Source: an optimization exercise on an open RTL-to-GDS flow (aim: small area). Production flows keep margins and buffers that such runs may drop. In this exercise RTL edits were held to simulation tests only and were not proved equivalent to the original. No activity file was given, so power comes from the tool's default toggle rates.

== run 1 ==
// tdp1_core
module tdp1_core #(
    parameter integer MAX_PULSES    = 8,
    parameter integer T_IDLE        = 200,
    parameter integer SAMPLE_PERIOD = 2,
    parameter         REST_LEVEL    = 1'b0,
    parameter integer FIFO_DEPTH    = 1
) (
    input  wire        clk,
    input  wire        rst,
    input  wire        rx_ir,
    input  wire        rx_rf,
    output wire        tx_out,
    output reg         tx_mode,
    input  wire        cmd_valid,
    input  wire [39:0] cmd_data,
    output wire        cmd_ready,
    input  wire        dir_valid,
    input  wire        dir_found,
    output reg         rsp_valid,
    output wire [7:0]  rsp_code,
    output reg  [31:0] rsp_data,
    input  wire        ld_valid,
    input  wire [7:0]  ld_data,
    input  wire        ld_last,
    input  wire        ld_err,
    output wire        ld_ready,
    output reg         ld_abort,
    output wire        out_valid,
    output reg  [7:0]  out_data,
    output wire        out_last,
    input  wire        out_ready,
    input  wire        out_fail,
    output wire        out_mode,
    output wire        out_trunc,
    output wire [30:0] out_index,
    output reg  [1:0]  ser_state,
    output reg  [15:0] range_errs,
    output reg  [15:0] store_fails,
    output reg  [15:0] pkts_out,
    output reg  [1:0]  ser_last,
    output wire [15:0] next_seq,
    output wire [30:0] file_ctr
);
    localparam [2:0] RP_IDLE = 3'd0, RP_LOADING = 3'd1, RP_READY = 3'd2,
                     RP_PLAYING = 3'd3, RP_ERROR = 3'd4;
  ...
Size: ~6,000 cells after synthesis, ~1,600 flip-flops, ~250 I/O pins.
==> flow/config.mk <==
export PLATFORM = sky130hd
export DESIGN_NAME = tdp1_core
export DESIGN_NICKNAME = tdp1_core
export VERILOG_FILES = /design/flow/design.v
export SDC_FILE = /design/flow/constraint.sdc
export NUM_CORES = 4
export LEC_CHECK = 0
export CAP_MARGIN = 20
export CORE_MARGIN = 2
export CORE_UTILIZATION = 65
export CTS_BUF_LIST = sky130_fd_sc_hd__clkbuf_8 sky130_fd_sc_hd__clkbuf_16
export SLEW_MARGIN = 20
==> flow/constraint.sdc <==
create_clock -name core_clock -period 100.0 [get_ports {clk}]
set_input_delay 20.0000 -clock core_clock [delete_from_list [all_inputs] [get_ports {clk}]]
set_output_delay 20.0000 -clock core_clock [all_outputs]
set_load 0.01 [all_outputs]
standard.sh (not shown) runs the stock make flow with config.mk's settings and CLKGATE_MAP_FILE= SYNTH_SCRIPT=/design/flow/synth_recipe.tcl, a recipe that flattens the netlist after the stock synthesis.
==> flow/flow/run.sh <==
#!/bin/bash
set -e
export CTS_ARGS="-sink_clustering_enable -repair_clock_nets -dont_use_dummy_load -sink_clustering_size 20 -sink_clustering_max_diameter 50 -buf_list {sky130_fd_sc_hd__clkbuf_8 sky130_fd_sc_hd__clkbuf_16}"
export BUFFER_PORTS_ARGS="-buffer_cell sky130_fd_sc_hd__buf_1"
bash standard.sh > standard_flow.log 2>&1
For run 2, these inputs were changed with respect to run 1:
==> flow/flow/run.sh <==
#!/bin/bash
set -e
export CTS_ARGS="-sink_clustering_enable -repair_clock_nets -dont_use_dummy_load -buf_list {sky130_fd_sc_hd__clkbuf_8 sky130_fd_sc_hd__clkbuf_16}"
export BUFFER_PORTS_ARGS="-buffer_cell sky130_fd_sc_hd__buf_1"
bash standard.sh > standard_flow.log 2>&1
[summary]
For combinational power, run 2 and run 1 come out practically identical.
Run 2 vs run 1, final design instance area without fill went up by about 0.4%.
The setup slack after layout on run 1 is in line with that on run 2.
Run 1 -> run 2: net switching component of the power increased slightly
Diff run 1 -> run 2: detailed-routed wire length on met2 was more or less identical; leakage power figure now sits higher; signed area change from the synthesized netlist to the final layout rose 0.45 points; post-place instance area closely matched the old numbers.
The portion of the clock cycle consumed by the worst path in the final layout was comparable across run 2 and run 1.
Input changes introduced in run 3 (baseline for comparison: run 2):
Settings: changing CTS_BUF_LIST from sky130_fd_sc_hd__clkbuf_8 sky130_fd_sc_hd__clkbuf_16 to sky130_fd_sc_hd__clkbuf_4 sky130_fd_sc_hd__clkbuf_8.
==> flow/flow/run.sh <==
#!/bin/bash
set -e
export CTS_ARGS="-sink_clustering_enable -repair_clock_nets -dont_use_dummy_load -buf_list {sky130_fd_sc_hd__clkbuf_4 sky130_fd_sc_hd__clkbuf_8}"
export BUFFER_PORTS_ARGS="-buffer_cell sky130_fd_sc_hd__buf_1"
bash standard.sh > standard_flow.log 2>&1
Results
Run 3 vs. run 2: worst hold margin went down by 0.034 ns. Against run 2, cell area in run 3 fell slightly. From run 2 to run 3 the numbers moved as follows: sequential group share of total power rose by 3.3 points; via count rose by 272; layout clock buffer count rose by 51%; share of total power in combinational logic rose by 0.4 points; fraction of power consumed by the clock network fell by 3.7 points. Data arrival time of the critical path: higher on run 2. Between run 3 and run 2, total leakage power is higher for run 2, run 3 comes in under that. Changes observed in run 3 relative to run 2: first-pass GRT wire length shows a reduction of about 1.3%; wire length the detailed router placed on met1 fell by 1800 um.
Input-level comparison between run 4 and run 3:
==> flow/run.sh (new file) <==
#!/bin/bash
# synth_recipe.tcl (not shown) runs the flow's synth.tcl, then flattens the netlist and writes it again
# the make line also repeats each setting of config.mk as NAME=value (left out here)
make -C /OpenROAD-flow-scripts/flow DESIGN_CONFIG=/design/flow/config.mk WORK_HOME=/design/flow/orfs CLKGATE_MAP_FILE= SYNTH_SCRIPT=/design/flow/synth_recipe.tcl finish
removed: flow/flow/run.sh
removed: flow/standard.sh
[summary]
From run 3 to run 4 the numbers moved as follows: setup slack dropped 0.64 ns; data arrival time of the critical path climbed 0.65 ns; fmax dropped about 1.5%; total length of routed wires climbed 0.75%.
Relative to run 4, the following input files were edited for run 5:
Settings: changing CTS_BUF_LIST from sky130_fd_sc_hd__clkbuf_4 sky130_fd_sc_hd__clkbuf_8 to sky130_fd_sc_hd__clkbuf_16.
==> flow/flow/run.sh (new file) <==
#!/bin/bash
set -e
export CTS_ARGS="-sink_clustering_enable -repair_clock_nets -dont_use_dummy_load -sink_clustering_size 16 -sink_clustering_max_diameter 40 -buf_list {sky130_fd_sc_hd__clkbuf_16}"
export BUFFER_PORTS_ARGS="-buffer_cell sky130_fd_sc_hd__buf_1"
bash standard.sh > standard_flow.log 2>&1
==> flow/standard.sh (new file) <==
#!/bin/bash
# synth_recipe.tcl (not shown) runs the flow's synth.tcl, then flattens the netlist and writes it again
# the make line also repeats each setting of config.mk as NAME=value (left out here)
make -C /OpenROAD-flow-scripts/flow DESIGN_CONFIG=/design/flow/config.mk WORK_HOME=/design/flow/orfs CLKGATE_MAP_FILE= SYNTH_SCRIPT=/design/flow/synth_recipe.tcl "${@:-finish}"
removed: flow/run.sh
==> summary.txt <==
Run 4 ended with every stage complete and zero timing, DRC or antenna violations.
Run 5: no failed stages, no open violations at the end
Going from run 4 to run 5, growth of design area from synthesis to finish -2.8 points, peak per-stage delay on the critical path went down 0.14 ns.
Max maximum number of pins on one net before global-route repair across run 5 and run 4: run 4
Run 5 does worse than run 4 on wire length.
Run 5 ended up with a lower utilization than run 4 did.
Compared with run 4, run 5 shows a lower minimum clock period.
Diff run 5..run 4 | post-synth design cell area | unchanged
Against run 4, run 5 comes in about 4.4% higher on routed length per placed instance.
Initial antenna violation count in run 5 is 4 above run 4.
Run 5: wire length of the first global-routing pass is 2900 um higher than what run 4 reported.
As of run 5, non-clock buffer count had risen by a few percent compared to run 4.

[afterwards: timing with drivers on the ports]
The flow's constraints put no driver on any port. The routed layouts listed below were extracted and timed again, unchanged, in two steps.
Step 1 sets driving cells, clkbuf_16 on the clock port and buf_2 on the other inputs (assumed; they add their load-dependent delay and slew).
Step 2 moves the port delays by t, midway between the first and last clock arrival at a register: inputs arrive t later, outputs are due t later. That takes back most of the time a late clock gives input paths.
Slacks: ideal ports / drivers / drivers and shift; pairs: ideal ports / drivers.
| run | t (ns) | setup WS [ns] | worst setup path after step 2 | pins driven straight from the clock port |
|---|---|---|---|---|
| run 1 | 0.822 | 58.428 / 58.400 / 58.400 | input to output | 1 |
| run 2 | 0.814 | 58.431 / 58.403 / 58.403 | input to output | 1 |
| run 3 | 0.949 | 58.447 / 58.419 / 58.419 | input to output | 1 |
| run 4 | 1.002 | 57.802 / 57.779 / 57.779 | input to output | 1 |
| run 5 | 0.832 | 58.443 / 58.415 / 58.415 | input to output | 1 |
After both steps setup and hold are still met in every run listed.
